This design comes from an exercise in tuning for small area, a short achievable clock period and few clock cycles on the open sky130 flow, not from production work. In this exercise RTL edits were held to simulation tests only and were not proved equivalent to the original. Power figures rest on the tool's default switching activity, not on a simulated workload.

== the reference run ==
## fcsu
module fcsu (
    input  wire        clk,
    input  wire        rst,
    input  wire        h_valid,
    output wire        h_ready,
    input  wire        h_write,
    input  wire        h_word,
    input  wire [17:0] h_addr,
    input  wire [31:0] h_wdata,
    output wire        h_done,
    output wire [31:0] h_rdata,
    output reg         in_en,
    output reg         in_we,
    output reg  [3:0]  in_wmask,
    output reg  [11:0] in_addr,
    output reg  [31:0] in_wdata,
    input  wire [31:0] in_rdata,
    output reg         out_en,
    output reg         out_we,
    output reg  [3:0]  out_wmask,
    output reg  [11:0] out_addr,
    output reg  [31:0] out_wdata,
    input  wire [31:0] out_rdata
);
    localparam [3:0] ST_OK        = 4'h0;
    localparam [3:0] ST_EMPTY     = 4'h1;
    localparam [3:0] ST_LEN_MIS   = 4'h2;
    localparam [3:0] ST_UNK_ITEM  = 4'h3;
    localparam [3:0] ST_TRUNC     = 4'h4;
    localparam [3:0] ST_BAD_WIDTH = 4'h5;
    localparam [3:0] ST_TOO_LONG  = 4'h6;
    localparam [3:0] ST_INV_ARG   = 4'h7;
    localparam [3:0] ST_SMP_END   = 4'h8;
    localparam [3:0] ST_NOT_ARMED = 4'h9;
    localparam [3:0] ST_ILLEGAL   = 4'hA;
    localparam [3:0] S_IDLE = 4'd0;    
    localparam [3:0] S_RDB  = 4'd1;    
    localparam [3:0] S_ENC  = 4'd2;    
    localparam [3:0] S_DEC1 = 4'd3;    
    localparam [3:0] S_DEC2 = 4'd4;    
    localparam [3:0] S_NXW  = 4'd5;    
    localparam [3:0] S_NX2  = 4'd6;    
    localparam [3:0] S_ENC0 = 4'd7;    
    localparam [3:0] S_DIV  = 4'd8;    
    reg [3:0]  state;
    reg        mflag;      
    reg        rdv;        
    reg        el;         
    reg        rrg;        
    reg [5:0]  ra;         
    reg [1:0]  lane;       
    reg [31:0] type_r, item_r, tlen_r, hdr_r, width_r, soff_r, slen_r;
  ...
Size: roughly 2500 cells after synthesis, roughly 410 flip-flops.
==> flow/config.mk <==
export PLATFORM = sky130hd
export DESIGN_NAME = fcsu
export DESIGN_NICKNAME = fcsu
export VERILOG_FILES = /design/flow/design.v
export SDC_FILE = /design/flow/constraint.sdc
export NUM_CORES = 4
export LEC_CHECK = 0
export CAP_MARGIN = 20
export CORE_MARGIN = 2
export CORE_UTILIZATION = 55
export CTS_BUF_LIST = sky130_fd_sc_hd__clkbuf_8
export CTS_CLUSTER_DIAMETER = 60
export CTS_CLUSTER_SIZE = 10
export PLACE_DENSITY = 0.7
export SETUP_SLACK_MARGIN = 4.5
export SLEW_MARGIN = 20
==> flow/constraint.sdc <==
create_clock -name core_clock -period 10.0 [get_ports {clk}]
set_input_delay 2.0000 -clock core_clock [delete_from_list [all_inputs] [get_ports {clk}]]
set_output_delay 2.0000 -clock core_clock [all_outputs]
set_load 0.01 [all_outputs]
standard.sh (not shown) runs the stock make flow with config.mk's settings and CLKGATE_MAP_FILE= SYNTH_SCRIPT=/design/flow/synth_recipe.tcl, a recipe that flattens the netlist after the stock synthesis.
==> flow/flow/run.sh <==
#!/bin/bash
# The standard layout (the standard.sh: standard synthesis, floorplan,
# placement, CTS, routing), with changes to which cells are chosen only:
# - the port buffers are plain buf_2 cells instead of the delay buffer
#   buffer_ports picks by default;
# - timing repair may swap a cell for one of another footprint;
# - besides the platform's don't-use cells, the slow wide OR / NOR gates
#   (or4 or4b or4bb or3 or3b nor4 nor4b nor4bb) are not used, so that wide address decodes map to
#   NAND / NOR trees.
# ORFS's own logs stay under orfs/logs; the make output goes to standard.log.
set -euo pipefail
PLATFORM_DONT_USE="sky130_fd_sc_hd__probe_p_8 sky130_fd_sc_hd__probec_p_8 sky130_fd_sc_hd__lpflow_bleeder_1 sky130_fd_sc_hd__lpflow_clkbufkapwr_1 sky130_fd_sc_hd__lpflow_clkbufkapwr_16 sky130_fd_sc_hd__lpflow_clkbufkapwr_2 sky130_fd_sc_hd__lpflow_clkbufkapwr_4 sky130_fd_sc_hd__lpflow_clkbufkapwr_8 sky130_fd_sc_hd__lpflow_clkinvkapwr_1 sky130_fd_sc_hd__lpflow_clkinvkapwr_16 sky130_fd_sc_hd__lpflow_clkinvkapwr_2 sky130_fd_sc_hd__lpflow_clkinvkapwr_4 sky130_fd_sc_hd__lpflow_clkinvkapwr_8 sky130_fd_sc_hd__lpflow_decapkapwr_12 sky130_fd_sc_hd__lpflow_decapkapwr_3 sky130_fd_sc_hd__lpflow_decapkapwr_4 sky130_fd_sc_hd__lpflow_decapkapwr_6 sky130_fd_sc_hd__lpflow_decapkapwr_8 sky130_fd_sc_hd__lpflow_inputiso0n_1 sky130_fd_sc_hd__lpflow_inputiso0p_1 sky130_fd_sc_hd__lpflow_inputiso1n_1 sky130_fd_sc_hd__lpflow_inputiso1p_1 sky130_fd_sc_hd__lpflow_inputisolatch_1 sky130_fd_sc_hd__lpflow_isobufsrc_1 sky130_fd_sc_hd__lpflow_isobufsrc_16 sky130_fd_sc_hd__lpflow_isobufsrc_2 sky130_fd_sc_hd__lpflow_isobufsrc_4 sky130_fd_sc_hd__lpflow_isobufsrc_8 sky130_fd_sc_hd__lpflow_isobufsrckapwr_16 sky130_fd_sc_hd__lpflow_lsbuf_lh_hl_isowell_tap_1 sky130_fd_sc_hd__lpflow_lsbuf_lh_hl_isowell_tap_2 sky130_fd_sc_hd__lpflow_lsbuf_lh_hl_isowell_tap_4 sky130_fd_sc_hd__lpflow_lsbuf_lh_isowell_4 sky130_fd_sc_hd__lpflow_lsbuf_lh_isowell_tap_1 sky130_fd_sc_hd__lpflow_lsbuf_lh_isowell_tap_2 sky130_fd_sc_hd__lpflow_lsbuf_lh_isowell_tap_4 "
EXTRA_DONT_USE=" sky130_fd_sc_hd__or4_1 sky130_fd_sc_hd__or4_2 sky130_fd_sc_hd__or4_4 sky130_fd_sc_hd__or4b_1 sky130_fd_sc_hd__or4b_2 sky130_fd_sc_hd__or4b_4 sky130_fd_sc_hd__or4bb_1 sky130_fd_sc_hd__or4bb_2 sky130_fd_sc_hd__or4bb_4 sky130_fd_sc_hd__or3_1 sky130_fd_sc_hd__or3_2 sky130_fd_sc_hd__or3_4 sky130_fd_sc_hd__or3b_1 sky130_fd_sc_hd__or3b_2 sky130_fd_sc_hd__or3b_4 sky130_fd_sc_hd__nor4_1 sky130_fd_sc_hd__nor4_2 sky130_fd_sc_hd__nor4_4 sky130_fd_sc_hd__nor4b_1 sky130_fd_sc_hd__nor4b_2 sky130_fd_sc_hd__nor4b_4 sky130_fd_sc_hd__nor4bb_1 sky130_fd_sc_hd__nor4bb_2 sky130_fd_sc_hd__nor4bb_4"
bash standard.sh MATCH_CELL_FOOTPRINT=0 "BUFFER_PORTS_ARGS=-buffer_cell sky130_fd_sc_hd__buf_2" \
    "DONT_USE_CELLS=$PLATFORM_DONT_USE $EXTRA_DONT_USE" finish > standard.log 2>&1
Testbench counts of the reference run, summed over its fixed seeds: cycles 126,101.
#### Input delta (the trial run over the reference run)
--- a/flow/design.v
+++ b/flow/design.v
@@ -81,27 +81,26 @@
             else if (t == 3'd4) kind_of = 2'd1;
             else if (t == 3'd5) kind_of = 2'd2;
             else                kind_of = 2'd3;
         end
     endfunction
     wire        idle    = (state == S_IDLE);
     wire        acc     = h_valid && idle;
     wire        a_reg   = (h_addr[17:8] == 10'd0);
     wire        a_in    = (h_addr[17:14] == 4'b0100) && (h_addr[13:0] < 14'd8196);
     wire        a_out   = (h_addr[17:14] == 4'b1000) && (h_addr[13:0] < 14'd8194);
     wire        a_inw   = (h_addr[17:14] == 4'b0100);
     wire        a_outw  = (h_addr[17:14] == 4'b1000);
-    wire        a_fast  = (a_off == 6'h01) || (a_off == 6'h0A) ||
-                          (a_off >= 6'h0B && a_off <= 6'h13) ||
-                          (a_off == 6'h16) || (a_off == 6'h18);
+    wire        a_fast  = (a_off == 6'h01) || (a_off == 6'h0A) || (a_off == 6'h11) ||
+                          (a_off == 6'h13) || (a_off == 6'h16) || (a_off == 6'h18);
     wire [5:0]  a_off   = h_addr[7:2];
     wire        legal   = (h_wdata[31:3] == 29'd0);
     wire [2:0]  opcode  = h_wdata[2:0];
     wire        wr_reg  = acc && h_write && a_reg;
     wire        cmd_go  = wr_reg && (a_off == 6'h00);
     wire        cmd_ok  = cmd_go && legal;
     wire        op_pack = cmd_ok && (opcode == 3'd1);
     wire        op_unp  = cmd_ok && (opcode == 3'd2);
     wire        op_ctrl = cmd_ok && (opcode == 3'd3);
     wire        op_data = cmd_ok && (opcode == 3'd4);
     wire        op_dec  = cmd_ok && (opcode == 3'd5);
     wire        op_strt = cmd_ok && (opcode == 3'd6);
@@ -169,48 +168,44 @@
     wire [13:0] rd_blen   = m_dec ? rd_declen - {11'd0, rd_boff} : 14'd0;
     reg [31:0] reg_rdata;
     always @(*) begin
         case (ra)
             6'h02: reg_rdata = type_r;
             6'h03: reg_rdata = item_r;
             6'h04: reg_rdata = tlen_r;
             6'h05: reg_rdata = hdr_r;
             6'h06: reg_rdata = width_r;
             6'h07: reg_rdata = soff_r;
             6'h08: reg_rdata = slen_r;
             6'h09: reg_rdata = {18'd0, in_len};
+            6'h0B: reg_rdata = {30'd0, rd_kind};
+            6'h0C: reg_rdata = {29'd0, rd_type};
+            6'h0D: reg_rdata = {16'd0, rd_item};
+            6'h0E: reg_rdata = {16'd0, rd_seq};
+            6'h0F: reg_rdata = {29'd0, rd_boff};
+            6'h10: reg_rdata = {18'd0, rd_blen};
+            6'h12: reg_rdata = {18'd0, rd_declen};
             6'h14: reg_rdata = {10'd0, su_width, 5'd0, su_bps, 7'd0, su_armed};
             6'h15: reg_rdata = {18'd0, su_off};
             6'h17: reg_rdata = {18'd0, su_pos};
             6'h19: reg_rdata = 32'h4643_5301;
             6'h1A: reg_rdata = 32'd8196;
             default: reg_rdata = 32'd0;
         endcase
     end
     wire [63:0] fd = 64'd1 << a_off;
-    wire        f_c  = (fd[13] && !(rd_type[2] && rd_type[1:0] != 2'd0)) ||
-                       (fd[14] && rd_type == 3'd5);
-    wire        f_h  = fd[17] || (fd[18] && m_t && !r_esc);
-    wire        f_dc = fd[18] && m_t && r_esc;
     wire [31:0] fast_rdata =
         ({32{fd[1]}}  & {28'd0, status}) |
         ({32{fd[10]}} & {18'd0, out_len}) |
-        ({32{fd[11]}} & {30'd0, rd_kind}) |
-        ({32{fd[12]}} & {29'd0, rd_type}) |
-        ({32{f_c}}    & {16'd0, r_c}) |
-        ({32{fd[15]}} & {29'd0, rd_boff}) |
-        ({32{fd[16]}} & {18'd0, rd_blen}) |
-        ({32{fd[17]}} & {16'd0, r_hdr[15:13], 13'd0}) |
-        ({32{f_h}}    & {19'd0, r_hdr[12:0]}) |
-        ({32{f_dc}}   & 32'd8194) |
+        ({32{fd[17]}} & {16'd0, r_hdr}) |
         ({32{fd[19]}} & {31'd0, r_esc}) |
         ({32{fd[22]}} & {18'd0, su_count}) |
         ({32{fd[24]}} & su_sample);
     wire        rdb      = (state == S_RDB);
     wire [1:0]  rsel     = rdb ? lane : su_o;
     wire [63:0] rot2     = {in_rdata, in_rdata} >> {rsel, 3'b000};
     wire [31:0] rot      = rot2[31:0];
     wire [7:0]  out_byte = out_rdata[8*lane +: 8];
     wire        enc      = (state == S_ENC);
     wire [11:0] k        = out_len[11:0];
     wire [13:0] k_inc    = out_len + 14'd1;
     wire        enc_last = el;
[summary]
The trial run — met3 routed wirelength 5.4 mm higher, the reference run as reference. Number of cells on the worst hold path came out higher on the trial run than on the reference run. Higher relative area change from synthesis to final layout among the reference run and the trial run: the trial run. [the trial run] number of buffers and inverters on the critical path rose 1 relative to the reference run. The trial run has area of all placed cells without fillers below what the reference run had. When the trial run is set beside the reference run, its multi-input logic portion of the cell area turns out to be 0.35 points smaller. Summary of the trial run over the reference run: count of placed standard cells in the final layout, fillers left out went down by 59; leakage power figure went down by 4.6%.
Testbench counts of the trial run, summed over its fixed seeds: cycles 126,997.

========
## main
RTL: one of the versions met above, not the one the previous note started from.
Size in the first run: about 410 flip-flops, roughly 250 I/O pins, roughly 25000 µm² of cells after synthesis.
## fcsu
module fcsu (
    input  wire        clk,
    input  wire        rst,
    input  wire        h_valid,
    output wire        h_ready,
    input  wire        h_write,
    input  wire        h_word,
    input  wire [17:0] h_addr,
    input  wire [31:0] h_wdata,
    output wire        h_done,
    output wire [31:0] h_rdata,
    output reg         in_en,
    output reg         in_we,
    output reg  [3:0]  in_wmask,
    output reg  [11:0] in_addr,
    output reg  [31:0] in_wdata,
    input  wire [31:0] in_rdata,
    output reg         out_en,
    output reg         out_we,
    output reg  [3:0]  out_wmask,
    output reg  [11:0] out_addr,
    output reg  [31:0] out_wdata,
    input  wire [31:0] out_rdata
);
clock: 10.0 ns
lec_check: 0
cap_margin: 20
core_margin: 2
core_utilization: 55
cts_buf_list: sky130_fd_sc_hd__clkbuf_8
cts_cluster_diameter: 60
cts_cluster_size: 10
place_density: 0.7
setup_slack_margin: 4.3
slew_margin: 20
Scripts as last shown in full above: flow/flow/run.sh
Testbench counts of main, summed over its fixed seeds: cycles 126,997.
Modified inputs, the feature branch compared to main
--- a/flow/design.v
+++ b/flow/design.v
@@ -85,18 +85,19 @@
     endfunction
     wire        idle    = (state == S_IDLE);
     wire        acc     = h_valid && idle;
     wire        a_reg   = (h_addr[17:8] == 10'd0);
     wire        a_in    = (h_addr[17:14] == 4'b0100) && (h_addr[13:0] < 14'd8196);
     wire        a_out   = (h_addr[17:14] == 4'b1000) && (h_addr[13:0] < 14'd8194);
     wire        a_inw   = (h_addr[17:14] == 4'b0100);
     wire        a_outw  = (h_addr[17:14] == 4'b1000);
-    wire        a_fast  = (a_off == 6'h01) || (a_off == 6'h0A) || (a_off == 6'h11) ||
-                          (a_off == 6'h13) || (a_off == 6'h16) || (a_off == 6'h18);
+    wire        a_fast  = (a_off == 6'h01) || (a_off == 6'h0A) ||
+                          (a_off >= 6'h0B && a_off <= 6'h13) ||
+                          (a_off == 6'h16) || (a_off == 6'h18);
     wire [5:0]  a_off   = h_addr[7:2];
     wire        legal   = (h_wdata[31:3] == 29'd0);
     wire [2:0]  opcode  = h_wdata[2:0];
     wire        wr_reg  = acc && h_write && a_reg;
     wire        cmd_go  = wr_reg && (a_off == 6'h00);
     wire        cmd_ok  = cmd_go && legal;
     wire        op_pack = cmd_ok && (opcode == 3'd1);
     wire        op_unp  = cmd_ok && (opcode == 3'd2);
@@ -172,36 +173,40 @@
             6'h02: reg_rdata = type_r;
             6'h03: reg_rdata = item_r;
             6'h04: reg_rdata = tlen_r;
             6'h05: reg_rdata = hdr_r;
             6'h06: reg_rdata = width_r;
             6'h07: reg_rdata = soff_r;
             6'h08: reg_rdata = slen_r;
             6'h09: reg_rdata = {18'd0, in_len};
-            6'h0B: reg_rdata = {30'd0, rd_kind};
-            6'h0C: reg_rdata = {29'd0, rd_type};
-            6'h0D: reg_rdata = {16'd0, rd_item};
-            6'h0E: reg_rdata = {16'd0, rd_seq};
-            6'h0F: reg_rdata = {29'd0, rd_boff};
-            6'h10: reg_rdata = {18'd0, rd_blen};
-            6'h12: reg_rdata = {18'd0, rd_declen};
             6'h14: reg_rdata = {10'd0, su_width, 5'd0, su_bps, 7'd0, su_armed};
             6'h15: reg_rdata = {18'd0, su_off};
             6'h17: reg_rdata = {18'd0, su_pos};
             6'h19: reg_rdata = 32'h4643_5301;
             6'h1A: reg_rdata = 32'd8196;
             default: reg_rdata = 32'd0;
         endcase
     end
     wire [63:0] fd = 64'd1 << a_off;
+    wire        f_c  = (fd[13] && !(rd_type[2] && rd_type[1:0] != 2'd0)) ||
+                       (fd[14] && rd_type == 3'd5);
+    wire        f_h  = fd[17] || (fd[18] && m_t && !r_esc);
+    wire        f_dc = fd[18] && m_t && r_esc;
     wire [31:0] fast_rdata =
         ({32{fd[1]}}  & {28'd0, status}) |
         ({32{fd[10]}} & {18'd0, out_len}) |
-        ({32{fd[17]}} & {16'd0, r_hdr}) |
+        ({32{fd[11]}} & {30'd0, rd_kind}) |
+        ({32{fd[12]}} & {29'd0, rd_type}) |
+        ({32{f_c}}    & {16'd0, r_c}) |
+        ({32{fd[15]}} & {29'd0, rd_boff}) |
+        ({32{fd[16]}} & {18'd0, rd_blen}) |
+        ({32{fd[17]}} & {16'd0, r_hdr[15:13], 13'd0}) |
+        ({32{f_h}}    & {19'd0, r_hdr[12:0]}) |
+        ({32{f_dc}}   & 32'd8194) |
         ({32{fd[19]}} & {31'd0, r_esc}) |
         ({32{fd[22]}} & {18'd0, su_count}) |
         ({32{fd[24]}} & su_sample);
     wire        rdb      = (state == S_RDB);
     wire [1:0]  rsel     = rdb ? lane : su_o;
     wire [63:0] rot2     = {in_rdata, in_rdata} >> {rsel, 3'b000};
     wire [31:0] rot      = rot2[31:0];
     wire [7:0]  out_byte = out_rdata[8*lane +: 8];
--- outcome ---
The feature branch: effective utilization at floorplan 0.36 points below main. Of main and the feature branch, the run reporting the lower share of total power consumed by net switching was the feature branch. The feature branch: full flow OK, the timing, design-rule and antenna checks passed. Per the comparison of the feature branch with main, placer congestion estimate saw a decrease, signed area change from the synthesized netlist to the final layout saw a decrease. Looking at clock skew across both flows, the feature branch is the stronger of the two, with main trailing. The higher met1 wire length of main and the feature branch is in main. The feature branch vs. main: clock network fraction of total power went down by 0.6 points. Number of placement rows (the feature branch vs. main) increases slightly. Comparing main and the feature branch, detailed route wirelength on metal3 is higher on main. On the feature branch: combinational power is about 10% lower than what main gave. The clock-buffer cell count reported for the feature branch is smaller than that of main by about 6%. Comparing main and the feature branch, the lower total chip power was measured on the feature branch. For total wire length after detailed routing, dividing the value from the feature branch by the value from main gives 0.924. The feature branch ends up with higher maximum clock rate than main does.
Testbench counts of the feature branch, summed over its fixed seeds: cycles 126,101.

[port drivers added, routing unchanged]
How much do the figures lean on ideal ports? The routed layouts below were timed once more, with nothing changed but the port constraints. Step 1: set_driving_cell puts a clkbuf_16 on clk and a buf_2 on each other input, an assumption about the parent block. Step 2 also shifts input and output timing later by t, the mid clock arrival at the registers, as if the neighbouring blocks saw the same clock. a / b / c = ideal ports / drivers / drivers and shift; a / b = the first two.
| run | shift t [ns] | setup WS [ns] | worst data-port slew with drivers (ns) | cell pins on the clock port's net |
|---|---|---|---|---|
| the reference run | 0.740 | 4.413 / 4.324 / 4.324 | 0.14 | 1 |
| the trial run | 0.746 | 4.445 / 4.401 / 4.112 | 0.07 | 1 |
| main | 0.734 | 4.166 / 4.107 / 3.962 | 0.04 | 1 |
| the feature branch | 0.727 | 4.338 / 4.290 / 4.252 | 0.08 | 1 |
After both steps setup and hold are still met in every run listed. The setup slack of the trial run, which loses most, moves by -0.044 ns with the drivers and by -0.333 ns with both steps.
